This design comes from an exercise in tuning for small area on the open sky130 flow, not from production work. Only simulation tests tie the RTL to the original design; equivalence was not proved. Power is estimated from default activity; no workload was simulated.

==> flow/run.sh <==
#!/bin/bash
# synth_recipe.tcl (not shown) runs the flow's synth.tcl, then flattens the netlist and writes it again
# the make line also repeats each setting of config.mk as NAME=value (left out here)
make -C /OpenROAD-flow-scripts/flow DESIGN_CONFIG=/design/flow/config.mk WORK_HOME=/design/flow/orfs CLKGATE_MAP_FILE= SYNTH_SCRIPT=/design/flow/synth_recipe.tcl finish
==> flow/config.mk <==
export PLATFORM = sky130hd
export DESIGN_NAME = tkb_core
export DESIGN_NICKNAME = tkb_core
export VERILOG_FILES = /design/flow/design.v
export SDC_FILE = /design/flow/constraint.sdc
export NUM_CORES = 4
export LEC_CHECK = 0
export CAP_MARGIN = 20
export CORE_MARGIN = 2
export CORE_UTILIZATION = 40
export PLACE_DENSITY = 0.6
export SLEW_MARGIN = 20
==> flow/constraint.sdc <==
create_clock -name core_clock -period 80.0 [get_ports {clk}]
set_input_delay 16.0000 -clock core_clock [delete_from_list [all_inputs] [get_ports {clk}]]
set_output_delay 16.0000 -clock core_clock [all_outputs]
set_load 0.01 [all_outputs]
==> flow/design.v <==
module tkb_mapper (
    input  wire [6:0] q,       
    input  wire       n_bit,   
    input  wire       x_bit,   
    input  wire [6:0] rem,     
    output wire [1:0] digit,
    output wire [6:0] rem_nx
);
    wire [6:0] term = n_bit ? (x_bit ? 7'd127 : ~q) : (x_bit ? q : 7'd0);
    wire [8:0] t    = {1'b0, rem, 1'b0} + {2'b00, term};       
    wire [7:0] s    = {6'd0, t[8:7]} + {1'b0, t[6:0]};         
    wire       ge   = (s >= 8'd127);
    assign digit  = t[8:7] + {1'b0, ge};
    assign rem_nx = ge ? (s[6:0] + 7'd1) : s[6:0];
endmodule
module tkb_core (
    input  wire         clk,
    input  wire         rst,
    input  wire [31:0]  now,
    input  wire         rx_valid,
    output wire         rx_ready,
    input  wire [31:0]  rx_id,
    input  wire [3:0]   rx_len,
    input  wire [63:0]  rx_data,
    input  wire         hall_valid,
    output wire         hall_ready,
    input  wire [2:0]   hall_raw,
    input  wire         wd_tick_valid,
    output wire         wd_tick_ready,
    input  wire         st_tick_valid,
    output wire         st_tick_ready,
    output wire         tx_valid,
    input  wire         tx_ready,
    output wire [31:0]  tx_id,
    output wire [3:0]   tx_len,
    output wire [63:0]  tx_data,
    input  wire         tx_ok,
    output wire         pwm_set_valid,
    input  wire         pwm_set_ready,
    output wire [2:0]   pwm_set_ch,
    output wire [15:0]  pwm_set_width,
    input  wire         pwm_set_ok,
    output wire [127:0] pw_out,
    output reg          pwm_en,
    output reg          thr_pwr,
    output reg          main_pwr,
    output wire [1:0]   ks_out,
    output wire [2:0]   hall_level,
    output reg  [7:0]   diag_cr,
    output reg  [7:0]   diag_hs,
    output reg  [7:0]   diag_ua,
    output reg          last_ok,
    output wire         busy,
    input  wire [63:0]  cfg_pw_rev,
    input  wire [63:0]  cfg_pw_neutral,
    input  wire [63:0]  cfg_pw_fwd,
    input  wire [2:0]   cfg_act_low,
    input  wire [31:0]  cfg_wd_timeout,
    input  wire [31:0]  cfg_hk_delay,
    input  wire [31:0]  cfg_cmd_id,
    input  wire [31:0]  cfg_status_id
);
    localparam [1:0] KS_HARD = 2'b00, KS_SOFT = 2'b01, KS_RUN = 2'b10;
    localparam [2:0] S_IDLE = 3'd0,
                     S_COMP = 3'd1,    
                     S_PWM  = 3'd2,    
                     S_TXA  = 3'd3,    
                     S_DLY  = 3'd4,    
                     S_TXH  = 3'd5,    
                     S_TXU  = 3'd6;    
    localparam [1:0] K_HK = 2'd0, K_SK = 2'd1, K_HU = 2'd2, K_THR = 2'd3;
    reg  [1:0]  ks;
    reg  [15:0] pw [0:7];
    reg  [2:0]  hall_last;        
    reg  [31:0] wd_last;
    reg  [2:0]  st;
    reg  [1:0]  kind;
    reg  [2:0]  ch;
    reg  [3:0]  k;
    reg  [6:0]  rem;
    reg  [15:0] acc;
    reg  [31:0] spd;              
    reg  [3:0]  pend;
    reg         yng01, yng02, yng03, yng12, yng13, yng23;
    reg         wd_late;          
    wire [3:0]  src_valid = {st_tick_valid, wd_tick_valid, rx_valid, hall_valid};
    wire [3:0]  arrive    = src_valid & ~pend;
    wire        idle      = (st == S_IDLE);
    wire        head0 = pend[0] & ~(pend[1] & yng01) & ~(pend[2] & yng02) & ~(pend[3] & yng03);
    wire        head1 = pend[1] & ~(pend[0] & ~yng01) & ~(pend[2] & yng12) & ~(pend[3] & yng13);
    wire        head2 = pend[2] & ~(pend[0] & ~yng02) & ~(pend[1] & ~yng12) & ~(pend[3] & yng23);
    wire        head3 = pend[3] & ~(pend[0] & ~yng03) & ~(pend[1] & ~yng13) & ~(pend[2] & ~yng23);
    wire [3:0]  ready_v = {4{idle}} & {head3, head2, head1, head0};
    wire [3:0]  take_v  = ready_v & src_valid;
    assign hall_ready    = ready_v[0];
    assign rx_ready      = ready_v[1];
    assign wd_tick_ready = ready_v[2];
    assign st_tick_ready = ready_v[3];
    assign busy          = !idle;
    wire        rx_id_ok = (rx_id == cfg_cmd_id);
    wire        rx_kc    = rx_id_ok && (rx_len == 4'd5) && (rx_data[15:0] == 16'h434B) &&
                           (rx_data[39:32] == 8'h00);
    wire        rx_b2h   = (rx_data[23:16] == 8'h48);
    wire        rx_b2s   = (rx_data[23:16] == 8'h53);
    wire        rx_b3a   = (rx_data[31:24] == 8'h41);
    wire        rx_b3u   = (rx_data[31:24] == 8'h55);
    wire        rx_kcha  = rx_kc && rx_b2h && rx_b3a;
    wire        rx_kcsa  = rx_kc && rx_b2s && rx_b3a;
    wire        rx_kchu  = rx_kc && rx_b2h && rx_b3u;
    wire        rx_kcsu  = rx_kc && rx_b2s && rx_b3u;
    wire        rx_len8  = rx_id_ok && (rx_len == 4'd8);
    wire        rx_thr_h = rx_len8 && (rx_data[7:0] == 8'h48);
    wire        rx_thr_v = rx_len8 && (rx_data[7:0] == 8'h56);
    wire        rx_thr   = rx_thr_h || rx_thr_v;
    wire        rx_cmd   = (rx_kc && (rx_b2h || rx_b2s) && (rx_b3a || rx_b3u)) || rx_thr;
    wire [2:0]  hall_cur     = hall_raw ^ cfg_act_low;
    wire        hall_removed = hall_last[2] && !hall_cur[2];
    wire [31:0] wd_elapsed = now - wd_last;
    wire        wd_timeout = (wd_elapsed > cfg_wd_timeout) && !(arrive[1] && rx_cmd);
    wire        thr_mode = (kind == K_THR);
    wire [7:0]  sb       = spd[8*{ch[2], ch[0]} +: 8];
    wire        neg      = thr_mode && sb[7];
    wire [6:0]  negmag   = ~sb[6:0] + 7'd1;
    wire [6:0]  q        = !thr_mode ? 7'd0 :
                           !sb[7]    ? sb[6:0] :
                           (sb[6:0] == 7'd0) ? 7'd127 : negmag;
    wire [5:0]  bsel     = {ch[2:1], k};
    wire        n_bit    = cfg_pw_neutral[bsel] ^ neg;
    wire        x_bit    = neg ? ~cfg_pw_rev[bsel] : cfg_pw_fwd[bsel];
    wire [1:0]  digit;
    wire [6:0]  rem_nx;
    tkb_mapper u_map (
        .q      (q),
        .n_bit  (n_bit),
        .x_bit  (x_bit),
        .rem    (rem),
        .digit  (digit),
        .rem_nx (rem_nx)
    );
    wire [15:0] width = acc ^ {16{neg}};
    assign pwm_set_valid = (st == S_PWM);
    assign pwm_set_ch    = ch;
    assign pwm_set_width = width;
    wire   pwm_xfer      = pwm_set_valid && pwm_set_ready;
    wire   last_ch       = ch[2] && ch[0] && (thr_mode || ch[1]);
    wire   tx_h          = (st == S_TXH);
    wire   tx_u          = (st == S_TXU);
    assign tx_valid = (st == S_TXA) || tx_h || tx_u;
    assign tx_id    = cfg_status_id;
    assign tx_len   = 4'd5;
    assign tx_data  = {32'd0, (tx_u ? 8'h55 : 8'h41), (tx_h ? 8'h48 : 8'h53), 16'h524B};
    wire   tx_xfer  = tx_valid && tx_ready;
    wire   dly_done = ((now - spd) >= cfg_hk_delay);
    always @(posedge clk) begin
        if (rst) begin
            pend    <= 4'd0;
            wd_last <= 32'd0;
        end else begin
            pend <= (pend | src_valid) & ~take_v;
            if (arrive[1] && rx_cmd) wd_last <= now;
        end
        if (arrive[2]) wd_late <= wd_timeout;
        if (arrive[0]) begin
            yng01 <= pend[1];
            yng02 <= pend[2];
            yng03 <= pend[3];
        end
        if (arrive[1]) begin
            yng01 <= 1'b0;
            yng12 <= pend[2];
            yng13 <= pend[3];
        end
        if (arrive[2]) begin
            yng02 <= 1'b0;
            yng12 <= 1'b0;
            yng23 <= pend[3];
        end
        if (arrive[3]) begin
            yng03 <= 1'b0;
            yng13 <= 1'b0;
            yng23 <= 1'b0;
        end
    end
    reg        go;
    reg  [1:0] go_kind;
    reg        go_su;
    always @(*) begin
        go      = 1'b0;
        go_kind = K_HK;
        go_su   = 1'b0;
        if (take_v[0]) begin
            if (hall_removed) begin
                go = 1'b1;
            end else if (ks == KS_RUN && (hall_cur[0] || !hall_cur[1])) begin
                go      = 1'b1;
                go_kind = K_SK;
            end
        end else if (take_v[1]) begin
            if (rx_kcha) begin
                go = 1'b1;
            end else if (rx_kcsa) begin
                go      = (ks == KS_RUN);
                go_kind = K_SK;
            end else if (rx_kchu) begin
                go      = (ks == KS_HARD);
                go_kind = K_HU;
            end else if (rx_kcsu) begin
                go_su   = (ks == KS_SOFT) && hall_last[1] && hall_last[2];
            end else if (rx_thr) begin
                go      = (ks == KS_RUN);
                go_kind = K_THR;
            end
        end else if (take_v[2]) begin
            go      = wd_late && (ks == KS_RUN);
            go_kind = K_SK;
        end
    end
    always @(posedge clk) begin
        if (rst) begin
            ks        <= KS_HARD;
            pwm_en    <= 1'b0;
            thr_pwr   <= 1'b0;
            main_pwr  <= 1'b0;
            last_ok   <= 1'b1;
            hall_last <= 3'b000;
            diag_cr   <= 8'd0;
            diag_hs   <= 8'd0;
            diag_ua   <= 8'd0;
            st        <= S_IDLE;
        end else begin
            case (st)
                S_IDLE: begin
                    if (|take_v) last_ok <= 1'b1;
                    if (take_v[0]) hall_last <= hall_cur;
                    if (take_v[1] && rx_thr) begin
                        diag_cr <= rx_data[47:40];
                        diag_hs <= rx_data[55:48];
                        diag_ua <= rx_data[63:56];
                    end
                    if (go) begin
                        st <= S_COMP;
                        case (go_kind)
                            K_HK: ks <= KS_HARD;
                            K_SK: ks <= KS_SOFT;
                            K_HU: begin
                                ks       <= KS_RUN;
                                main_pwr <= 1'b1;
                                thr_pwr  <= 1'b1;
                            end
                            default: ;
                        endcase
                    end else if (go_su) begin
                        ks     <= KS_RUN;
                        pwm_en <= 1'b1;
                        st     <= S_TXU;
                    end
                end
                S_COMP: begin
                    if (k == 4'd0) st <= S_PWM;
                end
                S_PWM: begin
                    if (pwm_xfer) begin
                        last_ok <= last_ok && pwm_set_ok;
                        if (last_ch) begin
                            case (kind)
                                K_HU: begin
                                    pwm_en <= 1'b1;
                                    st     <= S_IDLE;
                                end
                                K_THR: st <= S_IDLE;
                                default: begin
                                    pwm_en  <= 1'b0;
                                    thr_pwr <= 1'b0;
                                    st      <= S_TXA;
                                end
                            endcase
                        end else begin
                            st <= S_COMP;
                        end
                    end
                end
                S_TXA: begin
                    if (tx_xfer) begin
                        last_ok <= last_ok && tx_ok;
                        st      <= (kind == K_HK) ? S_DLY : S_IDLE;
                    end
                end
                S_DLY: begin
                    if (dly_done) begin
                        main_pwr <= 1'b0;
                        st       <= S_TXH;
                    end
                end
                default: begin    
                    if (tx_xfer) begin
                        last_ok <= last_ok && tx_ok;
                        st      <= S_IDLE;
                    end
                end
            endcase
        end
    end
    always @(posedge clk) begin
        if (idle) begin
            kind <= go_kind;
            ch   <= {1'b0, go_kind == K_THR && rx_thr_v, 1'b0};
            k    <= 4'd15;
            rem  <= 7'd0;
            if (take_v[1]) spd <= rx_data[39:8];
        end
        if (st == S_COMP) begin
            k   <= k - 4'd1;
            rem <= rem_nx;
            acc <= {acc[14:0], 1'b0} + {14'd0, digit};
        end
        if (pwm_xfer) begin
            ch  <= ch + ((thr_mode && ch[0]) ? 3'd3 : 3'd1);
            k   <= 4'd15;
            rem <= 7'd0;
        end
        if (st == S_TXA && tx_xfer) spd <= now;
    end
    genvar c;
    generate
        for (c = 0; c < 8; c = c + 1) begin : pwr
            always @(posedge clk) begin
                if (rst)
                    pw[c] <= cfg_pw_neutral[16*(c/2) +: 16];
                else if (pwm_xfer && ch == c)
                    pw[c] <= width;
            end
        end
    endgenerate
    assign pw_out     = {pw[7], pw[6], pw[5], pw[4], pw[3], pw[2], pw[1], pw[0]};
    assign ks_out     = ks;
    assign hall_level = hall_last;
endmodule
==> out/metrics.csv, run 1 <==
stage,metric,value,unit
outcome,status,finished clean,
placement,gp_congestion,0.924,
clocking,clockRootBuffer,clkbuf_16,
synth,post_synth_num_cell_types,72,
grt,grt_max_degree,70,
cells_and_area,syn_to_final_growth,39.7,%
routing,wl_per_cell,23.4,um
synth,synth-edff-count,182,
critical_path,r2r_setup_slack,71730,ps
synth,synth_xor_area_share,6.56,%
timing,hold_viol,0,
routing,initialDrtViolationCount,1136,
floorplanning,coreArea,46800,um^2
timing,period_share,40.0,%
critical_path,critPathArrivalTime,16000,ps
synth,yosys.area_share.simple,10.8,%
critical_path,worstSetupStartpoint,cfg_status_id[20],
floorplanning,die_area,49400,um^2
routing,route.detailed.drc,0,
synth,synth_top_family_by_area,multiplexers,
placement,pre_cts_slack,48000,ps
grt,grtUsageMet2,51.6,%
critical_path,crit_end,tx_id[20],
placement,placed_area,25500,um^2
cells_and_area,fillers,4131,
clocking,ctsLongestPathBuffers,3,
flow_run,cap_violations,0,
clocking,numCtsBuffers,31,
timing,setup_viol,0,
cells_and_area,multi_input_area,10200,um^2
synth,synth-seq-area-share,38.0,%
grt,antenna_found_initial,8,
power,p_leak,10.6,nW
floorplanning,rows,79,
grt,grt_usage,28.7,%
routing,via_count,16500,
cells_and_area,num-nets-final,3099,
synth,synth_compound_area_share,12.5,%
clocking,cts_setup_buffers,0,
synth,syn_area,19100,um^2
floorplanning,ioPinCount,755,
critical_path,rr_worst_depth,27,
synth,synth_flop_cell,edfxtp_1,
grt,top_usage_layer,met2,
timing,fin_skew,21.5,ps
synth,ys_ff_latch,271,
clocking,holdBufCountCts,0,
timing,rsz0062_at_grt,false,
timing,fmax,0.0312,GHz
cells_and_area,drive_above_1_share,7.96,%
worst_hold_path,hp-class,register to register,
synth,synth.avg_cell_area,9.94,um^2
clocking,postCtsResizedCells,0,
routing,routed_wl,73000,um
timing,drv_slew,0,
grt,overflow,0,
clocking,cts_max_level,1,
clocking,clkTransAtPathRegs,60,ps
critical_path,start_kind,input pin,
clocking,cts.sinks,271,
floorplanning,die_h,222,um
synth,syn_inst,1916,
routing,drt-pass1-iter-count,5,
critical_path,crit_type,input pin to output pin,
grt,use_met3,4.77,%
timing,setup_slack,48000,ps
placement,io_buffers,628,
timing,setup-tns-final,0,ps
critical_path,timing.rr.end,acc[15],
clocking,clk_latency,600,ps
power,powerDensity,22.6,nW/um^2
cells_and_area,final_util,56.9,%
critical_path,required,64000,ps
cells_and_area,seqCellArea,7250,um^2
critical_path,path_max_fanout,1,
synth,yosysWarnings,2,
power,ir_drop,17.8,uV
synth,synth_mux_area_share,12.5,%
critical_path,rr_startpoint,k[0],
floorplanning,die_w,222,um
routing,avgViaCountPerCell,5.28,
critical_path,path_depth,0,
timing,worst_slew_pin_slew,1100,ps
grt,first_global_vias,16300,
floorplanning,initial_utilization,40.7,%
critical_path,end_kind,output pin,
grt,use_met1,34.5,%
grt,grt_pass1_wl,106000,um
routing,postRouteAntennaNets,0,
cells_and_area,final_area,26600,um^2
placement,hpwl,60200,um
timing,slew-limit-headroom,26.5,%
clocking,cts_tree,yes,
timing,period_needed,32000,ps
synth,async_flop_share,0,%
synth,synthAdderAreaFrac,9.72,%
cell usage after synthesis, types with 20 or more instances:
master    number  area (um^2)
dfxtp_1       89         1780
buf_4        101          758
xor2_1        57          499
clkbuf_1      53          199
nand2_1      129          484
nor3_1        21          105
a21o_1        40          300
o21a_1        20          150
mux2_2        32          360
edfxtp_1     182         5470
a21oi_1      180          901
mux4_2        71         1600
xnor2_1       83          727
inv_1        224          841
nor2b_1       22          138
mux2i_1       42          420
ha_1         140         1750
o21ai_0       58          290
nor2_1       135          507
nand3_1       25          125
flip-flops by register name (all words and copies together), names as in the netlist, 2 cells and up, named ones only:
register and cells:
diag_hs 8, diag_cr 8, rem 7, pw 128, k 4, spd 32, acc 16, wd_last 32
kind 2, ks 2, diag_ua 8, hall_last 3, ch 3, st 3
worst min-delay path by stage:
| stage | end | cells past startpoint | slack [ps] | startpoint |
|---|---|---|---|---|
| final | diag_hs[0] | 2 | 450 | diag_hs[0] |
| after global routing | diag_ua[6] | 2 | 470 | diag_ua[6] |
| after CTS | diag_hs[2] | 2 | 450 | diag_hs[2] |
| after detailed placement | diag_hs[1] | 2 | 440 | diag_hs[1] |
| after global placement | diag_ua[0] | 2 | 440 | diag_ua[0] |
| after floorplan | rem[5] | 2 | 430 | rem[5] |
layout by cell type, fill, tap and decap left out, drive strengths merged, types with 5 or more instances in the layout:
cell,Yosys,layout
clkdlybuf4s50,0,627
nor3,21,21
clkinvlp,0,5
clkinv,1,10
a31o,5,5
mux4,71,71
nor2,135,135
mux2,32,32
o41ai,7,7
a31oi,7,7
o211ai,9,9
o21bai,11,11
mux2i,42,42
xor2,57,57
dfxtp,89,89
or3,5,5
nor4,14,14
nand2b,14,14
nand4,18,18
a21o,40,40
buf,113,16
a21oi,180,180
o21ai,58,58
diode,0,5
nand2,130,130
ha,140,140
fa,5,5
and2,11,11
o21a,20,20
inv,224,226
nand3,25,25
conb,2,62
nor2b,22,22
bufinv,0,8
clkbuf,53,34
and3,12,12
xnor2,83,83
a211oi,17,17
edfxtp,182,182
layer usage:
layer	wire (um)	vias up	share of wire [%]
met3	4470	118	6.1
met1	28800	7959	39
met5	27	-	0.037
li1	-	7777	-
met4	2700	4	3.7
met2	37100	641	51
cell families after synthesis:
family                     count (synthesis)
adders and majority gates                145
other                                      2
buffers and inverters                    391
DFF                                      271
and+or+nand+nor                          434
xor gates and xnor gates                 141
AOI/OAI and AO/OA                        387
muxes                                    145
area by class of cell:
cell class,count,area share (%)
Multi-Input combinational cell,1314,38.4
Sequential cell,271,27.2
Timing Repair Buffer,643,24.0
Inverter,225,3.17
Clock buffer,34,2.96
Tap cell,607,2.85
Clock inverter,24,1.33
Antenna cell,5,0.0470
per-stage QoR:
stage / power, W / hold slack [ps] / cells
CTS: 0.000606 / 451 / 3118
global placement: 0.000438 / 438 / 3060
floorplan: 0.000345 / 426 / 1976
global route: 0.000634 / 465 / 3123
detailed placement: 0.000444 / 442 / 3060
finish: 0.000602 / 451 / 3123
where the power goes:
group / total, W / internal, W / switching, W
clock network: 0.000161 / 0.0000974 / 0.0000635
logic: 0.000254 / 0.000123 / 0.000131
registers: 0.000187 / 0.000173 / 0.0000137
==> run 2, diff against run 1 <==
--- a/flow/design.v
+++ b/flow/design.v
@@ -5,3 +5,4 @@
     input  wire [6:0] rem,     
-    output wire [1:0] digit,
+    input  wire       last,    
+    output wire [1:0] digit,   
     output wire [6:0] rem_nx
@@ -9,7 +10,24 @@
     wire [6:0] term = n_bit ? (x_bit ? 7'd127 : ~q) : (x_bit ? q : 7'd0);
-    wire [8:0] t    = {1'b0, rem, 1'b0} + {2'b00, term};       
-    wire [7:0] s    = {6'd0, t[8:7]} + {1'b0, t[6:0]};         
-    wire       ge   = (s >= 8'd127);
-    assign digit  = t[8:7] + {1'b0, ge};
-    assign rem_nx = ge ? (s[6:0] + 7'd1) : s[6:0];
+    wire [6:0] u    = {rem[5:0], rem[6]};
+    wire [7:0] c;
+    wire [6:0] s;
+    assign c[0] = 1'b0;
+    genvar i;
+    generate
+        for (i = 0; i < 7; i = i + 1) begin : add
+            assign s[i]   = u[i] ^ term[i] ^ c[i];
+            assign c[i+1] = (u[i] & term[i]) | (c[i] & (u[i] ^ term[i]));
+        end
+    endgenerate
+    wire co = c[7];
+    wire [7:0] h;
+    assign h[0] = co;
+    generate
+        for (i = 0; i < 7; i = i + 1) begin : inc
+            assign rem_nx[i] = s[i] ^ h[i];
+            assign h[i+1]    = s[i] & h[i];
+        end
+    endgenerate
+    wire full = last && (&rem_nx);
+    assign digit = {(rem[6] & co) | ((rem[6] ^ co) & full), rem[6] ^ co ^ full};
 endmodule
@@ -117,4 +135,20 @@
     wire        hall_removed = hall_last[2] && !hall_cur[2];
-    wire [31:0] wd_elapsed = now - wd_last;
-    wire        wd_timeout = (wd_elapsed > cfg_wd_timeout) && !(arrive[1] && rx_cmd);
+    wire        dly_sel = (st == S_DLY) && !arrive[2];
+    wire [31:0] cmp_ref = dly_sel ? spd : wd_last;
+    wire [31:0] cmp_lim = dly_sel ? cfg_hk_delay : cfg_wd_timeout;
+    wire [32:0] cb, cc;
+    wire [31:0] el;
+    assign cb[0] = 1'b1;
+    assign cc[0] = dly_sel;
+    genvar b;
+    generate
+        for (b = 0; b < 32; b = b + 1) begin : cmp
+            assign el[b]   = now[b] ^ ~cmp_ref[b] ^ cb[b];
+            assign cb[b+1] = (now[b] & ~cmp_ref[b]) | (cb[b] & (now[b] ^ ~cmp_ref[b]));
+            assign cc[b+1] = (el[b] & ~cmp_lim[b]) | (cc[b] & (el[b] | ~cmp_lim[b]));
+        end
+    endgenerate
+    wire        cmp_hit    = cc[32];
+    wire        wd_timeout = cmp_hit && !(arrive[1] && rx_cmd);
+    wire        dly_done   = dly_sel && cmp_hit;
     wire        thr_mode = (kind == K_THR);
@@ -122,9 +156,25 @@
     wire        neg      = thr_mode && sb[7];
-    wire [6:0]  negmag   = ~sb[6:0] + 7'd1;
+    wire [7:0]  nh;
+    wire [6:0]  negmag;
+    assign nh[0] = 1'b1;
+    generate
+        for (b = 0; b < 7; b = b + 1) begin : neg_inc
+            assign negmag[b] = ~sb[b] ^ nh[b];
+            assign nh[b+1]   = ~sb[b] & nh[b];
+        end
+    endgenerate
     wire [6:0]  q        = !thr_mode ? 7'd0 :
                            !sb[7]    ? sb[6:0] :
-                           (sb[6:0] == 7'd0) ? 7'd127 : negmag;
-    wire [5:0]  bsel     = {ch[2:1], k};
-    wire        n_bit    = cfg_pw_neutral[bsel] ^ neg;
-    wire        x_bit    = neg ? ~cfg_pw_rev[bsel] : cfg_pw_fwd[bsel];
+                           nh[7]     ? 7'd127 : negmag;
+    wire [15:0] ksel = 16'd1 << k;
+    wire [3:0]  n_g, f_g, r_g;
+    generate
+        for (b = 0; b < 4; b = b + 1) begin : gsel
+            assign n_g[b] = |(cfg_pw_neutral[16*b +: 16] & ksel);
+            assign f_g[b] = |(cfg_pw_fwd[16*b +: 16] & ksel);
+            assign r_g[b] = |(cfg_pw_rev[16*b +: 16] & ksel);
+        end
+    endgenerate
+    wire        n_bit    = n_g[ch[2:1]] ^ neg;
+    wire        x_bit    = neg ? ~r_g[ch[2:1]] : f_g[ch[2:1]];
     wire [1:0]  digit;
@@ -136,2 +186,3 @@
         .rem    (rem),
+        .last   (k == 4'd0),
         .digit  (digit),
@@ -139,2 +190,11 @@
     );
+    wire [15:0] ah;
+    wire [14:0] acc_inc;
+    assign ah[0] = digit[1];
+    generate
+        for (b = 0; b < 15; b = b + 1) begin : acc_add
+            assign acc_inc[b] = acc[b] ^ ah[b];
+            assign ah[b+1]    = acc[b] & ah[b];
+        end
+    endgenerate
     wire [15:0] width = acc ^ {16{neg}};
@@ -152,3 +212,2 @@
     wire   tx_xfer  = tx_valid && tx_ready;
-    wire   dly_done = ((now - spd) >= cfg_hk_delay);
     always @(posedge clk) begin
@@ -313,3 +372,3 @@
             rem <= rem_nx;
-            acc <= {acc[14:0], 1'b0} + {14'd0, digit};
+            acc <= {acc_inc, digit[0]};
         end
==> out/metrics.csv, run 2 <==
stage,metric,value,unit
floorplanning,rows,73,
synth,async_flop_share,0,%
synth,yosysTopAreaCell,edfxtp_1,
synth,syn_inst,1542,
synth,ys_ff_latch,271,
synth,yosys-top-cells-area,"edfxtp_1 (34%), dfxtp_1 (11%), mux2i_1 (6.6%)",
floorplanning,die_h,206,um
synth,synth_top_cell_area_share,33.5,%
synth,synth-edff-count,182,
synth,synthTopCellsByCount,"edfxtp_1 (182), nor2_1 (130), mux2i_1 (107)",
synth,post_synth_num_cell_types,83,
outcome,status,did not finish,
floorplanning,initial_utilization,40.7,%
outcome,failed_stage,I/O pin placement (3_2_place_iop),
synth,syn_area,16300,um^2
synth,synth.most_common_cell,edfxtp_1,
synth,synth-seq-area-share,44.5,%
floorplanning,die_w,206,um
synth,yosysWarnings,2,
outcome,error,[ERROR PPL-0024] Number of IO pins (755) exceeds maximum number of available positions (740). Increase the die perimeter from 823.48um to 1026.80um.,
synth,synth_flop_cell,edfxtp_1,
synth,synth.avg_cell_area,10.6,um^2
-- run 2: logic make-up after synthesis --
logic type,synth area share (%)
mux,10.0
xor+xnor,3.28
simple gates,11.7
flops,44.5
buf+inv,8.82
other cells,0.0461
fa+ha+maj,7.75
compound gates,13.9
==> run 3, diff against run 2 <==
--- a/flow/config.mk
+++ b/flow/config.mk
@@ -10,2 +10,3 @@
 export CORE_UTILIZATION = 40
+export CTS_BUF_LIST = sky130_fd_sc_hd__clkbuf_4
 export PLACE_DENSITY = 0.6
==> out/metrics.csv, run 3 <==
stage,metric,value,unit
synth,post_synth_num_cell_types,83,
synth,yosys-top-cells-area,"edfxtp_1 (34%), dfxtp_1 (11%), mux2i_1 (6.6%)",
floorplanning,die_h,206,um
outcome,status,did not finish,
floorplanning,die_w,206,um
floorplanning,initial_utilization,40.7,%
outcome,error,[ERROR PPL-0024] Number of IO pins (755) exceeds maximum number of available positions (740). Increase the die perimeter from 823.48um to 1026.80um.,
synth,synth_flop_cell,edfxtp_1,
synth,async_flop_share,0,%
synth,synth-edff-count,182,
synth,synth-seq-area-share,44.5,%
synth,yosysTopAreaCell,edfxtp_1,
synth,syn_area,16300,um^2
floorplanning,rows,73,
outcome,failed_stage,I/O pin placement (3_2_place_iop),
synth,ys_ff_latch,271,
synth,synth_top_cell_area_share,33.5,%
synth,synth.most_common_cell,edfxtp_1,
synth,synthTopCellsByCount,"edfxtp_1 (182), nor2_1 (130), mux2i_1 (107)",
synth,yosysWarnings,2,
synth,synth.avg_cell_area,10.6,um^2
synth,syn_inst,1542,
run 3: cell families after synthesis:
kind of cell / count (synthesis) / synth area share (%)
multiplexers: 148 / 10.0
AND/OR/NAND/NOR: 378 / 11.7
flip-flops: 271 / 44.5
AO/OA/AOI/OAI: 327 / 13.9
buffers and inverters: 275 / 8.82
adder cells (fa/ha/maj): 80 / 7.75
other: 2 / 0.0461
XOR/XNOR: 61 / 3.28
==> run 4, diff against run 3 <==
--- a/flow/config.mk
+++ b/flow/config.mk
@@ -8,5 +8,5 @@
 export CAP_MARGIN = 20
-export CORE_MARGIN = 2
-export CORE_UTILIZATION = 40
+export CORE_AREA = 4 4 266 266
 export CTS_BUF_LIST = sky130_fd_sc_hd__clkbuf_4
+export DIE_AREA = 0 0 270 270
 export PLACE_DENSITY = 0.6
==> out/metrics.csv, run 4 <==
stage,metric,value,unit
outcome,status,finished clean,
critical_path,crit_top_cell,fa_1,
critical_path,critical_path_buf_inv_count,4,
cells_and_area,most-common-layout-cells,"clkdlybuf4s50_1 (627), edfxtp_1 (182), nor2_1 (128)",
timing,drv_slew,0,
power,powerDensity,23.4,nW/um^2
floorplanning,rows,95,
critical_path,cpMaxStageDelayCell,nand2b_1,
worst_hold_path,holdPathStages,1,
timing,setup-tns-final,0,ps
timing,slew-limit-headroom,27.3,%
cells_and_area,drive_above_1_share,9.70,%
floorplanning,die_w,270,um
clocking,cts.sinks,271,
timing,rsz0062_at_grt,false,
clocking,cts_setup_buffers,0,
critical_path,r2r_setup_slack,63230,ps
timing,period_needed,32010,ps
routing,postRouteAntennaNets,0,
timing,hold_viol,0,
synth,syn_area,16300,um^2
clocking,cts_tree,yes,
grt,grt_max_degree,66,
critical_path,end_kind,register,
critical_path,crit_type,input pin to register,
critical_path,critPathArrivalTime,32720,ps
critical_path,path_max_fanout,17,
cells_and_area,reg_top3,"pw: 128 flops, spd: 32 flops, wd_last: 32 flops",
power,ir_drop,8.98,uV
timing,period_share,40.0,%
grt,grt_pass1_wl,117000,um
synth,synth_top_cell_area_share,33.5,%
clocking,clockRootBuffer,clkbuf_4,
clocking,holdBufCountCts,0,
grt,antenna_found_initial,8,
timing,worst_slew_pin_slew,1090,ps
power,p_total,0.000565,W
synth,yosys-top-cells-area,"edfxtp_1 (34%), dfxtp_1 (11%), mux2i_1 (6.6%)",
cells_and_area,largest_register_ffs,128,
routing,wl_per_cell,27.2,um
critical_path,timing.rr.end,st[0],
cells_and_area,final_util,35.7,%
critical_path,slowest_delay,580,ps
synth,async_flop_share,0,%
clocking,postCtsResizedCells,0,
synth,synth.most_common_cell,edfxtp_1,
cells_and_area,num-nets-final,2714,
timing,fmax,0.0312,GHz
critical_path,start_kind,input pin,
placement,io_buffers,628,
placement,gp_congestion,0.996,
synth,synthTopCellsByCount,"edfxtp_1 (182), nor2_1 (130), mux2i_1 (107)",
synth,post_synth_num_cell_types,83,
cells_and_area,final_common_cell,clkdlybuf4s50_1,
synth,syn_inst,1542,
cells_and_area,syn_to_final_growth,48.1,%
synth,yosysTopAreaCell,edfxtp_1,
floorplanning,die_area,72900,um^2
flow_run,cap_violations,0,
cells_and_area,fin_cells,3103,
critical_path,rr_worst_depth,44,
timing,fin_skew,59.8,ps
synth,synth_flop_cell,edfxtp_1,
worst_hold_path,worstHoldStart,pwm_en,
timing,setup_viol,0,
placement,hpwl,68800,um
grt,overflow,0,
routing,routed_wl,84300,um
cells_and_area,regMostFlops,pw,
routing,initialDrtViolationCount,1102,
routing,drt-pass1-iter-count,8,
clocking,cts_max_level,3,
synth,ys_ff_latch,271,
critical_path,cp_top_family,adder cells,
clocking,clk_latency,790,ps
synth,synth-seq-area-share,44.5,%
clocking,numCtsBuffers,79,
grt,grt_usage,22.0,%
grt,first_global_vias,16200,
floorplanning,ioPinCount,755,
clocking,ctsLongestPathBuffers,3,
routing,avgViaCountPerCell,4.95,
placement,dp_cells,2968,
synth,synth.avg_cell_area,10.6,um^2
synth,synth-edff-count,182,
synth,yosysWarnings,2,
floorplanning,die_h,270,um
floorplanning,coreArea,67600,um^2
routing,via_count,15400,
routing,route.detailed.drc,0,
critical_path,required,80700,ps
power,p_leak,9.41,nW
worst_hold_path,hold_end,pwm_en,
clocking,clkTransAtPathRegs,60,ps
worst_hold_path,hp-class,register to register,
floorplanning,initial_utilization,24.1,%
## run 4: cell counts after synthesis
Identical to the previous run, type by type.
## run 4: worst max-delay path by stage
| stage | from | to | slack, ps | depth (start not counted) |
|---|---|---|---|---|
| finish | wd_tick_valid | st[0] | 47990 | 45 |
| global route | wd_tick_valid | st[0] | 47410 | 45 |
| CTS | cfg_status_id[4] | tx_id[4] | 48000 | 0 |
| detailed placement | wd_tick_valid | st[0] | 47180 | 45 |
| global placement | wd_tick_valid | st[0] | 47520 | 45 |
| floorplan | cfg_status_id[0] | tx_id[0] | 47880 | 1 |
## run 4: cells by family after synthesis
group                    count (synthesis)  synth area share, %
adder cells (fa/ha/maj)                 80                 7.75
XOR/XNOR                                61                 3.28
buffers and inverters                  275                 8.82
flip-flops                             271                 44.5
other                                    2               0.0461
AND/OR/NAND/NOR                        378                 11.7
AO/OA/AOI/OAI                          327                 13.9
multiplexers                           148                 10.0
## run 4: report_power, final
group | switching (W) | internal (W) | total, W
combinational | 0.000139 | 0.000108 | 0.000247
sequential | 0.0000131 | 0.000175 | 0.000188
clock | 0.0000640 | 0.0000657 | 0.000130
## run 4: cell type report
cell class / instances / area, um^2
multi-input combinational: 1056 / 7900
tap: 873 / 1090
fill: 6778 / 43500
inverter: 106 / 398
sequential: 271 / 7250
clock inverter: 31 / 198
timing repair buffer: 662 / 6540
antenna: 3 / 7.51
clock buffer: 101 / 758
## run 4: per-layer routing
layer	track usage (%)	routed length, um	share of wire (%)
met5	0	53	0.063
met4	9.69	3740	4.4
met3	5.61	6580	7.8
met2	40.9	43700	52
met1	23.5	30200	36
## run 4: per-stage QoR
stage / cell area (um^2) / hold WS (ps) / setup slack, ps
3_3_place_gp: 23200 / 461 / 47520
4_1_cts: 24100 / 484 / 48000
6_report: 24100 / 479 / 47990
5_1_grt: 24100 / 503 / 47410
2_1_floorplan: 16500 / 454 / 47880
3_5_place_dp: 23200 / 469 / 47180
==> run 5, diff against run 4 <==
--- a/flow/config.mk
+++ b/flow/config.mk
@@ -9,3 +9,2 @@
 export CORE_AREA = 4 4 266 266
-export CTS_BUF_LIST = sky130_fd_sc_hd__clkbuf_4
 export DIE_AREA = 0 0 270 270
==> out/metrics.csv, run 5 <==
stage,metric,value,unit
synth,synth-seq-area-share,44.5,%
routing,drt-pass1-iter-count,6,
critical_path,crit_type,input pin to register,
routing,routed_wl,83800,um
timing,period_needed,32270,ps
cells_and_area,regMostFlops,pw,
timing,fin_skew,21.4,ps
timing,setup_viol,0,
clocking,clkTransAtPathRegs,60,ps
timing,fmax,0.0310,GHz
placement,pre_cts_slack,47180,ps
cells_and_area,largest_register_ffs,128,
timing,whs,473,ps
grt,first_global_vias,15700,
timing,worst_slew_pin_slew,1150,ps
critical_path,r2r_setup_slack,63240,ps
synth,synth_flop_cell,edfxtp_1,
clocking,cts_tree,yes,
grt,antenna_found_initial,9,
synth,async_flop_share,0,%
floorplanning,die_h,270,um
floorplanning,die_w,270,um
critical_path,worstSetupStartpoint,wd_tick_valid,
critical_path,cpMaxStageDelayCell,nand2b_1,
floorplanning,rows,95,
timing,period_share,40.3,%
clocking,clockRootBuffer,clkbuf_16,
critical_path,required,80430,ps
power,p_leak,9.44,nW
placement,gp_congestion,0.996,
synth,yosysTopAreaCell,edfxtp_1,
grt,grt_max_degree,66,
cells_and_area,num-nets-final,2669,
synth,post_synth_num_cell_types,83,
cells_and_area,seqCellArea,7250,um^2
routing,via_count,15000,
synth,synth.most_common_cell,edfxtp_1,
critical_path,crit_top_cell,fa_1,
routing,route.detailed.drc,0,
critical_path,rr_worst_depth,44,
timing,rsz0062_at_grt,false,
cells_and_area,fillers,6706,
critical_path,timing.rr.end,st[0],
worst_hold_path,hp-class,register to register,
synth,syn_area,16300,um^2
critical_path,start_kind,input pin,
grt,grt_pass1_wl,116000,um
floorplanning,coreArea,67600,um^2
placement,io_buffers,628,
cells_and_area,multi_input_area,7900,um^2
cells_and_area,final_area,24400,um^2
synth,yosys-top-cells-area,"edfxtp_1 (34%), dfxtp_1 (11%), mux2i_1 (6.6%)",
routing,postRouteAntennaNets,0,
placement,hpwl,68800,um
floorplanning,die_area,72900,um^2
power,powerDensity,24.7,nW/um^2
worst_hold_path,holdPathStages,1,
synth,syn_inst,1542,
cells_and_area,final_common_cell,clkdlybuf4s50_1,
critical_path,slowest_delay,580,ps
synth,ys_ff_latch,271,
synth,synth_top_cell_area_share,33.5,%
clocking,numCtsBuffers,34,
routing,wl_per_cell,27.7,um
synth,synth-edff-count,182,
clocking,ctsLongestPathBuffers,3,
worst_hold_path,hold_end,pwm_en,
cells_and_area,reg_top3,"pw: 128 flops, spd: 32 flops, wd_last: 32 flops",
critical_path,critPathArrivalTime,32710,ps
outcome,status,finished clean,
floorplanning,ioPinCount,755,
cells_and_area,most-common-layout-cells,"clkdlybuf4s50_1 (627), edfxtp_1 (182), nor2_1 (128)",
flow_run,cap_violations,0,
clocking,cts_max_level,2,
critical_path,path_max_fanout,17,
timing,setup-tns-final,0,ps
timing,slew-limit-headroom,22.9,%
timing,hold_viol,0,
worst_hold_path,worstHoldStart,pwm_en,
synth,synth.avg_cell_area,10.6,um^2
grt,overflow,0,
timing,drv_slew,0,
power,ir_drop,12.2,uV
timing,setup_slack,47730,ps
power,p_total,0.000603,W
synth,yosysWarnings,2,
cells_and_area,syn_to_final_growth,49.7,%
critical_path,end_kind,register,
clocking,clk_latency,530,ps
routing,initialDrtViolationCount,1185,
clocking,holdBufCountCts,0,
clocking,cts.sinks,271,
clocking,cts_setup_buffers,0,
grt,grt_usage,21.8,%
routing,avgViaCountPerCell,4.94,
placement,placed_area,23200,um^2
clocking,postCtsResizedCells,0,
cells_and_area,drive_above_1_share,7.19,%
floorplanning,initial_utilization,24.1,%
synth,synthTopCellsByCount,"edfxtp_1 (182), nor2_1 (130), mux2i_1 (107)",
==> run 5: layout make-up <==
class | count | area share, %
inverter | 106 | 1.63
sequential | 271 | 29.7
tap | 873 | 4.48
clock inverter | 14 | 0.851
multi-input combinational | 1056 | 32.4
antenna | 2 | 0.0205
timing repair buffer | 662 | 26.8
clock buffer | 47 | 4.16
==> run 5: how the worst max path moves through the flow <==
stage / end / slack [ps] / cells after the start
finish: st[0] / 47730 / 45
global route: st[0] / 47110 / 45
CTS: st[0] / 47710 / 45
detailed placement: st[0] / 47180 / 45
global placement: st[0] / 47520 / 45
floorplan: tx_id[0] / 47880 / 1
==> run 5: cell families after synthesis <==
family	Yosys count	share of synthesized area (%)
buffers and inverters	275	8.82
multiplexers	148	10.0
XOR/XNOR	61	3.28
adder cells (fa/ha/maj)	80	7.75
AO/OA/AOI/OAI	327	13.9
AND/OR/NAND/NOR	378	11.7
flip-flops	271	44.5
other	2	0.0461
==> run 5: metal layers <==
metal | global-route usage [%] | vias up | share of wire, %
met5 | 0 | - | 0.082
met4 | 9.60 | 12 | 4.8
met3 | 5.69 | 158 | 7.5
met2 | 40.2 | 790 | 51
met1 | 23.5 | 7342 | 36
li1 | - | 6681 | -
==> run 5: stage by stage <==
stage / utilization [%] / std cells
finish: 36.1 / 3031
global route: 36.1 / 3029
CTS: 36.1 / 3029
detailed placement: 34.3 / 2968
global placement: 34.3 / 2968
floorplan: - / 1602
==> run 5: worst max-delay path, delay by kind of cell <==
family	cells	cell delay, ps
buf+inv	4	1160
simple gates	5	1210
fa+ha+maj	31	12770
compound gates	5	1560
==> run 5: where the power goes <==
group | internal [W] | switching [W] | total (W)
clock | 0.000105 | 0.0000630 | 0.000168
sequential | 0.000175 | 0.0000132 | 0.000188
combinational | 0.000108 | 0.000139 | 0.000247
total | 0.000388 | 0.000215 | 0.000603
==> run 6, diff against run 5 <==
--- a/flow/config.mk
+++ b/flow/config.mk
@@ -9,2 +9,5 @@
 export CORE_AREA = 4 4 266 266
+export CTS_BUF_LIST = sky130_fd_sc_hd__clkbuf_4
+export CTS_CLUSTER_DIAMETER = 50
+export CTS_CLUSTER_SIZE = 8
 export DIE_AREA = 0 0 270 270
==> out/metrics.csv, run 6 <==
stage,metric,value,unit
worst_hold_path,hp-class,register to register,
floorplanning,coreArea,67600,um^2
clocking,cts_setup_buffers,0,
placement,hpwl,68800,um
clocking,clkTransAtPathRegs,100,ps
synth,ys_ff_latch,271,
placement,dp_cells,2968,
cells_and_area,final_common_cell,clkdlybuf4s50_1,
clocking,cts_tree,yes,
cells_and_area,num-nets-final,2683,
cells_and_area,reg_top3,"pw: 128 flops, spd: 32 flops, wd_last: 32 flops",
timing,fmax,0.0312,GHz
cells_and_area,fin_cells,3056,
clocking,holdBufCountCts,0,
grt,grt_usage,21.8,%
synth,synth.avg_cell_area,10.6,um^2
timing,worst_slew_pin_slew,1130,ps
timing,hold_viol,0,
cells_and_area,largest_register_ffs,128,
cells_and_area,fillers,6774,
synth,synthTopCellsByCount,"edfxtp_1 (182), nor2_1 (130), mux2i_1 (107)",
floorplanning,initial_utilization,24.1,%
synth,synth.most_common_cell,edfxtp_1,
floorplanning,ioPinCount,755,
clocking,cts_max_level,2,
routing,initialDrtViolationCount,1146,
critical_path,required,80650,ps
floorplanning,die_h,270,um
synth,synth-edff-count,182,
clocking,ctsLongestPathBuffers,3,
synth,synth-seq-area-share,44.5,%
clocking,numCtsBuffers,48,
synth,synth_flop_cell,edfxtp_1,
routing,avgViaCountPerCell,4.95,
routing,drt-pass1-iter-count,5,
critical_path,crit_type,input pin to register,
clocking,clk_latency,780,ps
critical_path,critPathArrivalTime,32730,ps
flow_run,cap_violations,0,
synth,async_flop_share,0,%
routing,routed_wl,83700,um
outcome,status,finished clean,
power,powerDensity,22.7,nW/um^2
synth,syn_inst,1542,
grt,grt_max_degree,66,
clocking,cts.sinks,271,
clocking,postCtsResizedCells,0,
floorplanning,rows,95,
cells_and_area,regMostFlops,pw,
power,ir_drop,11.1,uV
timing,setup_viol,0,
critical_path,end_kind,register,
routing,via_count,15100,
cells_and_area,final_util,35.3,%
critical_path,critical_path_buf_inv_count,4,
clocking,clockRootBuffer,clkbuf_4,
cells_and_area,syn_to_final_growth,46.3,%
synth,syn_area,16300,um^2
critical_path,slowest_delay,580,ps
synth,synth_top_cell_area_share,33.5,%
grt,first_global_vias,15900,
synth,post_synth_num_cell_types,83,
critical_path,path_max_fanout,17,
floorplanning,die_w,270,um
timing,period_share,40.1,%
synth,yosys-top-cells-area,"edfxtp_1 (34%), dfxtp_1 (11%), mux2i_1 (6.6%)",
synth,yosysTopAreaCell,edfxtp_1,
synth,yosysWarnings,2,
cells_and_area,drive_above_1_share,8.26,%
routing,wl_per_cell,27.4,um
timing,setup_slack,47930,ps
grt,overflow,0,
critical_path,cpMaxStageDelayCell,nand2b_1,
cells_and_area,most-common-layout-cells,"clkdlybuf4s50_1 (627), edfxtp_1 (182), nor2_1 (128)",
floorplanning,die_area,72900,um^2
routing,postRouteAntennaNets,0,
timing,setup-tns-final,0,ps
power,p_leak,9.24,nW
timing,rsz0062_at_grt,false,
critical_path,crit_top_cell,fa_1,
placement,pre_cts_slack,47180,ps
grt,antenna_found_initial,12,
timing,fin_skew,77.5,ps
critical_path,cp_top_family,adder cells,
timing,slew-limit-headroom,24.5,%
critical_path,start_kind,input pin,
placement,io_buffers,628,
timing,period_needed,32070,ps
routing,route.detailed.drc,0,
placement,gp_congestion,0.996,
timing,drv_slew,0,
grt,grt_pass1_wl,116000,um
timing,whs,483,ps
-- run 6: cell count changes in the layout (fill, tap and decap cells not counted), sizes merged --
cell / previous run / this run
clkinv: 5 / 10
inv: 107 / 109
clkbuf: 47 / 64
diode: 2 / 5
bufinv: 5 / 3
-- run 6: kinds of logic (layout without fill, tap and decap cells) --
group | after synthesis | count (layout) | synth area share (%)
simple gates | 378 | 378 | 11.7
compound gates | 327 | 327 | 13.9
buf+inv | 275 | 851 | 8.82
flops | 271 | 271 | 44.5
mux | 148 | 148 | 10.0
fa+ha+maj | 80 | 80 | 7.75
xor+xnor | 61 | 61 | 3.28
other cells | 2 | 67 | 0.0461
-- run 6: area by class of cell --
cell class / instances / area [um^2] / area share, %
Clock inverter: 19 / 189 / 0.792
Tap cell: 873 / 1090 / 4.58
Timing Repair Buffer: 662 / 6540 / 27.4
Multi-Input combinational cell: 1056 / 7900 / 33.1
Antenna cell: 5 / 12.5 / 0.0524
Clock buffer: 64 / 480 / 2.01
Inverter: 106 / 398 / 1.67
Sequential cell: 271 / 7250 / 30.4
-- run 6: worst paths after layout --
check	from	end	slack, ps	cells past startpoint
max	wd_tick_valid	st[0]	47930	45
min	pwm_en	pwm_en	480	1
max reg2reg	register	st[0]	63220	44
min reg2reg	pwm_en	pwm_en	480	1
-- run 6: per-stage QoR --
step	power, W	cell area (um^2)
3_5_place_dp	0.000439	23200
3_3_place_gp	0.000434	23200
6_report	0.000541	23900
4_1_cts	0.000547	23800
2_1_floorplan	0.000321	16500
5_1_grt	0.000572	23800
-- run 6: power breakdown --
part | total (W) | switching [W] | internal, W
registers | 0.000188 | 0.0000131 | 0.000175
logic | 0.000247 | 0.000139 | 0.000108
clock network | 0.000106 | 0.0000581 | 0.0000480
total | 0.000541 | 0.000210 | 0.000331
-- run 6: metal layers --
metal	up-vias	routed length (um)	global-route usage, %
met1	7432	29900	23.2
met4	12	3850	9.14
li1	6731	-	-
met3	158	6620	6.09
met5	-	71	0
met2	785	43300	40.4
-- run 6: worst register-to-register path, delay by kind of cell, from the launching register on --
family | cells | cell delay, ps
buffers and inverters | 3 | 710
adders and majority gates | 31 | 12780
DFF | 1 | 400
AOI/OAI and AO/OA | 5 | 1560
and+or+nand+nor | 5 | 1270
==> run 7, diff against run 6 <==
--- a/flow/config.mk
+++ b/flow/config.mk
@@ -9,5 +9,5 @@
 export CORE_AREA = 4 4 266 266
-export CTS_BUF_LIST = sky130_fd_sc_hd__clkbuf_4
-export CTS_CLUSTER_DIAMETER = 50
-export CTS_CLUSTER_SIZE = 8
+export CTS_BUF_LIST = sky130_fd_sc_hd__clkbuf_8
+export CTS_CLUSTER_DIAMETER = 60
+export CTS_CLUSTER_SIZE = 14
 export DIE_AREA = 0 0 270 270
==> out/metrics.csv, run 7 <==
stage,metric,value,unit
synth,post_synth_num_cell_types,83,
synth,synthAdderAreaFrac,7.75,%
routing,wl_per_cell,27.6,um
synth,synth.avg_cell_area,10.6,um^2
timing,drv_slew,0,
cells_and_area,num-nets-final,2670,
placement,pre_cts_slack,47180,ps
cells_and_area,fillers,6757,
cells_and_area,multi_input_area,7900,um^2
critical_path,crit_type,input pin to register,
synth,synth-edff-count,182,
placement,hpwl,68800,um
synth,synth_top_cell_area_share,33.5,%
timing,hold_viol,0,
timing,rsz0062_at_grt,false,
synth,synth_xor_area_share,3.28,%
placement,io_buffers,628,
clocking,clkTransAtPathRegs,80,ps
clocking,cts_setup_buffers,0,
routing,initialDrtViolationCount,1166,
power,seqPwrFrac,34.0,%
power,clkPwrFrac,21.2,%
timing,setup_viol,0,
critical_path,required,80500,ps
power,p_int,0.000338,W
synth,synth_mux_area_share,10.0,%
critical_path,crit_top_cell,fa_1,
timing,worst_slew_pin_slew,1100,ps
floorplanning,ioPinCount,755,
synth,syn_area,16300,um^2
cells_and_area,final_common_cell,clkdlybuf4s50_1,
synth,synth.most_common_cell,edfxtp_1,
floorplanning,die_h,270,um
timing,setup-tns-final,0,ps
power,net-switching-power,0.000214,W
routing,via_count,15000,
cells_and_area,largest_register_ffs,128,
clocking,clockRootBuffer,clkbuf_8,
clocking,cts_max_level,2,
routing,avgViaCountPerCell,4.95,
floorplanning,coreArea,67600,um^2
cells_and_area,reg_top3,"pw: 128 flops, spd: 32 flops, wd_last: 32 flops",
synth,async_flop_share,0,%
critical_path,slowest_delay,580,ps
critical_path,critPathArrivalTime,32720,ps
timing,setup_slack,47780,ps
placement,gp_congestion,0.996,
cells_and_area,regMostFlops,pw,
synth,yosysWarnings,2,
flow_run,cap_violations,0,
cells_and_area,most-common-layout-cells,"clkdlybuf4s50_1 (627), edfxtp_1 (182), nor2_1 (128)",
timing,period_share,40.3,%
routing,postRouteAntennaNets,0,
grt,overflow,0,
synth,synth-seq-area-share,44.5,%
power,p_comb_share,44.7,%
power,p_sw_share,38.8,%
grt,first_global_vias,15800,
synth,ys_ff_latch,271,
cells_and_area,drive_above_1_share,7.14,%
synth,yosys-top-cells-area,"edfxtp_1 (34%), dfxtp_1 (11%), mux2i_1 (6.6%)",
timing,slew-limit-headroom,26.3,%
synth,synth_flop_cell,edfxtp_1,
floorplanning,die_w,270,um
worst_hold_path,hp-class,register to register,
clocking,numCtsBuffers,35,
cells_and_area,syn_to_final_growth,47.0,%
synth,synthTopCellsByCount,"edfxtp_1 (182), nor2_1 (130), mux2i_1 (107)",
clocking,postCtsResizedCells,0,
routing,route.detailed.drc,0,
synth,yosys.area_share.simple,11.7,%
clocking,holdBufCountCts,0,
floorplanning,initial_utilization,24.1,%
grt,grt_max_degree,66,
grt,grt_usage,21.8,%
outcome,status,finished clean,
clocking,ctsLongestPathBuffers,3,
grt,grt_pass1_wl,116000,um
power,ir_drop,8.77,uV
critical_path,path_max_fanout,17,
routing,drt-pass1-iter-count,5,
synth,synth_top_family_by_area,compound AO/OA/AOI/OAI gates,
synth,yosysTopAreaCell,edfxtp_1,
clocking,clk_latency,610,ps
critical_path,end_kind,register,
synth,syn_inst,1542,
critical_path,start_kind,input pin,
floorplanning,die_area,72900,um^2
power,p_leak,9.26,nW
clocking,cts.sinks,271,
floorplanning,rows,95,
timing,fin_skew,41.0,ps
cells_and_area,final_util,35.4,%
clocking,cts_tree,yes,
grt,antenna_found_initial,11,
synth,synth_compound_area_share,13.9,%
routing,routed_wl,83700,um
power,powerDensity,23.0,nW/um^2
timing,fmax,0.0310,GHz
timing,period_needed,32220,ps
critical_path,cpMaxStageDelayCell,nand2b_1,
cells_and_area,seqCellArea,7250,um^2
## run 7: cell counts after synthesis
Identical to the previous run, type by type.
## run 7: worst paths after layout
| check | from | depth (start not counted) | slack, ps | end |
|---|---|---|---|---|
| max reg2reg | register | 44 | 63230 | st[0] |
| min reg2reg | pwm_en | 1 | 480 | pwm_en |
| max | wd_tick_valid | 45 | 47780 | st[0] |
| min | pwm_en | 1 | 480 | pwm_en |
## run 7: per-stage QoR
stage / hold WS [ps] / total power, W / cells / area [um^2]
floorplan: 454 / 0.000321 / 1602 / 16500
global placement: 461 / 0.000434 / 2968 / 23200
detailed placement: 469 / 0.000439 / 2968 / 23200
CTS: 483 / 0.000559 / 3030 / 23900
global route: 501 / 0.000583 / 3032 / 23900
finish: 476 / 0.000552 / 3037 / 24000
## run 7: kinds of logic (layout without fill, tap and decap cells)
kind of cell / count (synthesis) / after routing
flops: 271 / 271
buf+inv: 275 / 830
fa+ha+maj: 80 / 80
mux: 148 / 148
compound gates: 327 / 327
simple gates: 378 / 378
other cells: 2 / 69
xor+xnor: 61 / 61
## run 7: final cells by class
type	count	area share [%]
multi-input cells	1056	33.0
flip-flops and latches	271	30.2
repair buffers	662	27.3
well taps	873	4.56
clock buffers	37	2.13
inverters	106	1.66
clock inverters	25	1.08
diodes	7	0.0731
## run 7: power groups by stage
stage / Combinational, W / Sequential, W / Clock, W
floorplan: 0.000129 / 0.000192 / 0
global placement: 0.000243 / 0.000190 / 0
finish: 0.000247 / 0.000188 / 0.000117
global route: 0.000266 / 0.000190 / 0.000127
detailed placement: 0.000248 / 0.000191 / 0
CTS: 0.000249 / 0.000188 / 0.000122
## run 7: routing by layer
layer | track usage (%) | share of wire (%) | up-vias
li1 | - | - | 6684
met5 | 0 | 0.070 | -
met2 | 40.0 | 51 | 794
met1 | 23.4 | 36 | 7376
met4 | 9.67 | 4.8 | 10
met3 | 5.75 | 7.8 | 165
## run 7: worst max-delay path: cells and delay by family
kind,cells,cell delay [ps]
adder cells (fa/ha/maj),31,12770
AO/OA/AOI/OAI,5,1560
AND/OR/NAND/NOR,5,1210
buffers and inverters,4,1180
==> run 8, diff against run 7 <==
==> flow/flow/run.sh (new file) <==
#!/bin/bash
# The standard ORFS layout (standard.sh), with two changes:
# - the port buffers are made from the smallest buffer cell
#   (sky130_fd_sc_hd__buf_1) instead of the resizer's default choice; every
#   input and output port still gets its buffer;
# - clock tree synthesis does not add dummy load cells.
# The whole ORFS output goes to standard.log; ORFS keeps per-step logs under
# orfs/logs/.
set -o pipefail
export BUFFER_PORTS_ARGS="-buffer_cell sky130_fd_sc_hd__buf_1"
export CTS_ARGS="-sink_clustering_enable -repair_clock_nets -sink_clustering_size 14 -sink_clustering_max_diameter 60 -buf_list sky130_fd_sc_hd__clkbuf_8 -dont_use_dummy_load"
bash standard.sh > standard.log 2>&1
==> flow/standard.sh (new file) <==
#!/bin/bash
# synth_recipe.tcl (not shown) runs the flow's synth.tcl, then flattens the netlist and writes it again
# the make line also repeats each setting of config.mk as NAME=value (left out here)
make -C /OpenROAD-flow-scripts/flow DESIGN_CONFIG=/design/flow/config.mk WORK_HOME=/design/flow/orfs CLKGATE_MAP_FILE= SYNTH_SCRIPT=/design/flow/synth_recipe.tcl "${@:-finish}"
removed: flow/run.sh
==> out/metrics.csv, run 8 <==
stage,metric,value,unit
outcome,status,finished clean,
synth,synth-edff-count,182,
clocking,holdBufCountCts,0,
grt,top_usage_layer,met2,
floorplanning,rows,95,
timing,period_share,40.0,%
clocking,cts_tree,yes,
floorplanning,ioPinCount,755,
timing,period_needed,32000,ps
floorplanning,die_area,72900,um^2
synth,ys_ff_latch,271,
synth,yosysTopAreaCell,edfxtp_1,
placement,io_buffers,628,
critical_path,path_max_fanout,1,
routing,initialDrtViolationCount,1412,
floorplanning,coreArea,67600,um^2
cells_and_area,multi_input_area,7890,um^2
timing,hold_viol,0,
clocking,clk_latency,590,ps
timing,whs,468,ps
power,powerDensity,24.8,nW/um^2
routing,avgViaCountPerCell,4.93,
cells_and_area,final_area,19800,um^2
flow_run,cap_violations,0,
clocking,postCtsResizedCells,0,
cells_and_area,most-common-layout-cells,"buf_1 (627), edfxtp_1 (182), nor2_1 (128)",
cells_and_area,drive_above_1_share,6.43,%
clocking,numCtsBuffers,35,
power,p_total,0.000490,W
cells_and_area,largest_register_ffs,128,
routing,drt-pass1-iter-count,5,
synth,synth.avg_cell_area,10.6,um^2
cells_and_area,fin_cells,3014,
synth,synth-seq-area-share,44.5,%
timing,drv_slew,0,
synth,synth.most_common_cell,edfxtp_1,
clocking,cts_max_level,2,
grt,grt_usage,20.2,%
critical_path,crit_type,input pin to output pin,
routing,postRouteAntennaNets,0,
cells_and_area,final_common_cell,buf_1,
cells_and_area,seqCellArea,7250,um^2
synth,post_synth_num_cell_types,83,
placement,placed_area,19300,um^2
clocking,ctsLongestPathBuffers,3,
grt,antenna_found_initial,14,
grt,grtUsageMet2,36.7,%
cells_and_area,num-nets-final,2672,
critical_path,critPathArrivalTime,16000,ps
routing,route.detailed.drc,0,
timing,fin_skew,68.5,ps
cells_and_area,syn_to_final_growth,21.2,%
floorplanning,initial_utilization,24.1,%
critical_path,end_kind,output pin,
timing,worst_slew_pin_slew,1150,ps
critical_path,start_kind,input pin,
synth,yosysWarnings,2,
clocking,cts.sinks,271,
grt,first_global_vias,14700,
synth,yosys-top-cells-area,"edfxtp_1 (34%), dfxtp_1 (11%), mux2i_1 (6.6%)",
clocking,clockRootBuffer,clkbuf_8,
grt,grt_max_degree,74,
placement,dp_cells,2970,
synth,syn_area,16300,um^2
routing,via_count,14800,
critical_path,required,64000,ps
synth,async_flop_share,0,%
cells_and_area,fillers,7316,
timing,setup-tns-final,0,ps
worst_hold_path,hp-class,register to register,
power,p_leak,7.42,nW
floorplanning,die_w,270,um
cells_and_area,reg_top3,"pw: 128 flops, spd: 32 flops, wd_last: 32 flops",
cells_and_area,regMostFlops,pw,
grt,use_met1,21.7,%
grt,use_met3,4.96,%
synth,synth_top_cell_area_share,33.5,%
synth,synthTopCellsByCount,"edfxtp_1 (182), nor2_1 (130), mux2i_1 (107)",
grt,grt_pass1_wl,107000,um
clocking,cts_setup_buffers,0,
timing,setup_viol,0,
grt,overflow,0,
timing,fmax,0.0312,GHz
clocking,clkTransAtPathRegs,30,ps
placement,gp_congestion,0.986,
power,ir_drop,11.8,uV
floorplanning,die_h,270,um
placement,hpwl,63400,um
synth,synth_flop_cell,edfxtp_1,
timing,slew-limit-headroom,22.7,%
routing,wl_per_cell,25.8,um
timing,rsz0062_at_grt,false,
synth,syn_inst,1542,
routing,routed_wl,77900,um
run 8: cell count changes in the layout (fill, tap and decap cells not counted), sizes merged:
cell | before | now
inv | 117 | 106
clkinvlp | 1 | 0
clkinv | 10 | 0
buf | 35 | 663
clkbuf | 37 | 36
diode | 7 | 9
bufinv | 3 | 0
clkdlybuf4s50 | 627 | 0
run 8: where the power goes:
part	internal [W]	switching (W)
combinational	0.0000742	0.000139
sequential	0.000175	0.0000121
clock	0.0000388	0.0000506
total	0.000288	0.000202
run 8: stage by stage:
stage          util, %  setup slack (ps)
4_1_cts           29.2             48000
2_1_floorplan        -             47880
6_report          29.2             48000
5_1_grt           29.2             48000
3_3_place_gp      28.5             48000
3_5_place_dp      28.5             48000
run 8: logic make-up (layout without fill, tap and decap cells):
family / count (synthesis) / count (layout) / synth area share, %
adders and majority gates: 80 / 80 / 7.75
AOI/OAI and AO/OA: 327 / 327 / 13.9
xor gates and xnor gates: 61 / 61 / 3.28
muxes: 148 / 148 / 10.0
DFF: 271 / 271 / 44.5
other: 2 / 71 / 0.0461
buffers and inverters: 275 / 805 / 8.82
and+or+nand+nor: 378 / 378 / 11.7
run 8: layer usage:
metal  wire, um  up-vias
met5         85        -
met4       4660       12
met3       5950      206
met2      39400      821
met1      27800     7158
li1           -     6652
run 8: worst paths after layout:
kind,start,endpoint,slack (ps),cells past startpoint
worst max-delay path,cfg_status_id[7],tx_id[7],48000,0
worst min-delay path,thr_pwr,thr_pwr,470,1
worst max register to register,st[2],st[0],63790,43
worst min register to register,thr_pwr,thr_pwr,470,1
run 8: cell type report:
type                       count  area share (%)
antenna                        9           0.114
clock buffer                  35            2.44
inverter                     106            2.01
multi-input combinational   1056            39.9
sequential                   271            36.7
tap                          873            5.53
timing repair buffer         664            13.3

[what the ideal ports hide]
No port has a modelled driver above. Below, the same layouts with a new extraction and two added sets of constraints. Step 1 (the two cells are an assumption about what drives the block):
set clk [get_ports {clk}]
set_driving_cell -lib_cell sky130_fd_sc_hd__clkbuf_16 $clk
set_driving_cell -lib_cell sky130_fd_sc_hd__buf_2 [delete_from_list [all_inputs] $clk]
Step 2 adds t to the input delays and takes it off the output delays; t is the mean of the earliest and latest rising clock arrival at the registers after step 1. Input paths then give back, and output paths get back, about the clock's delay inside the block. Slacks: ideal ports / drivers / drivers and shift; pairs: ideal ports / drivers.
run	shift t [ns]	setup WS [ns]	hold WS [ns]
run 1	0.643	47.999 / 47.934 / 47.934	0.451 / 0.451 / 0.451
run 4	0.815	47.985 / 47.901 / 47.182	0.479 / 0.479 / 0.479
run 5	0.595	47.729 / 47.758 / 47.162	0.473 / 0.473 / 0.473
run 6	0.795	47.929 / 47.912 / 47.142	0.483 / 0.483 / 0.483
run 7	0.656	47.779 / 47.801 / 47.145	0.476 / 0.476 / 0.476
run 8	0.614	48.000 / 47.912 / 47.912	0.468 / 0.468 / 0.468
After both steps every run listed still meets setup and hold. For run 4, which loses most, drivers alone change the setup slack by -0.084 ns; drivers and shift together by -0.803 ns.
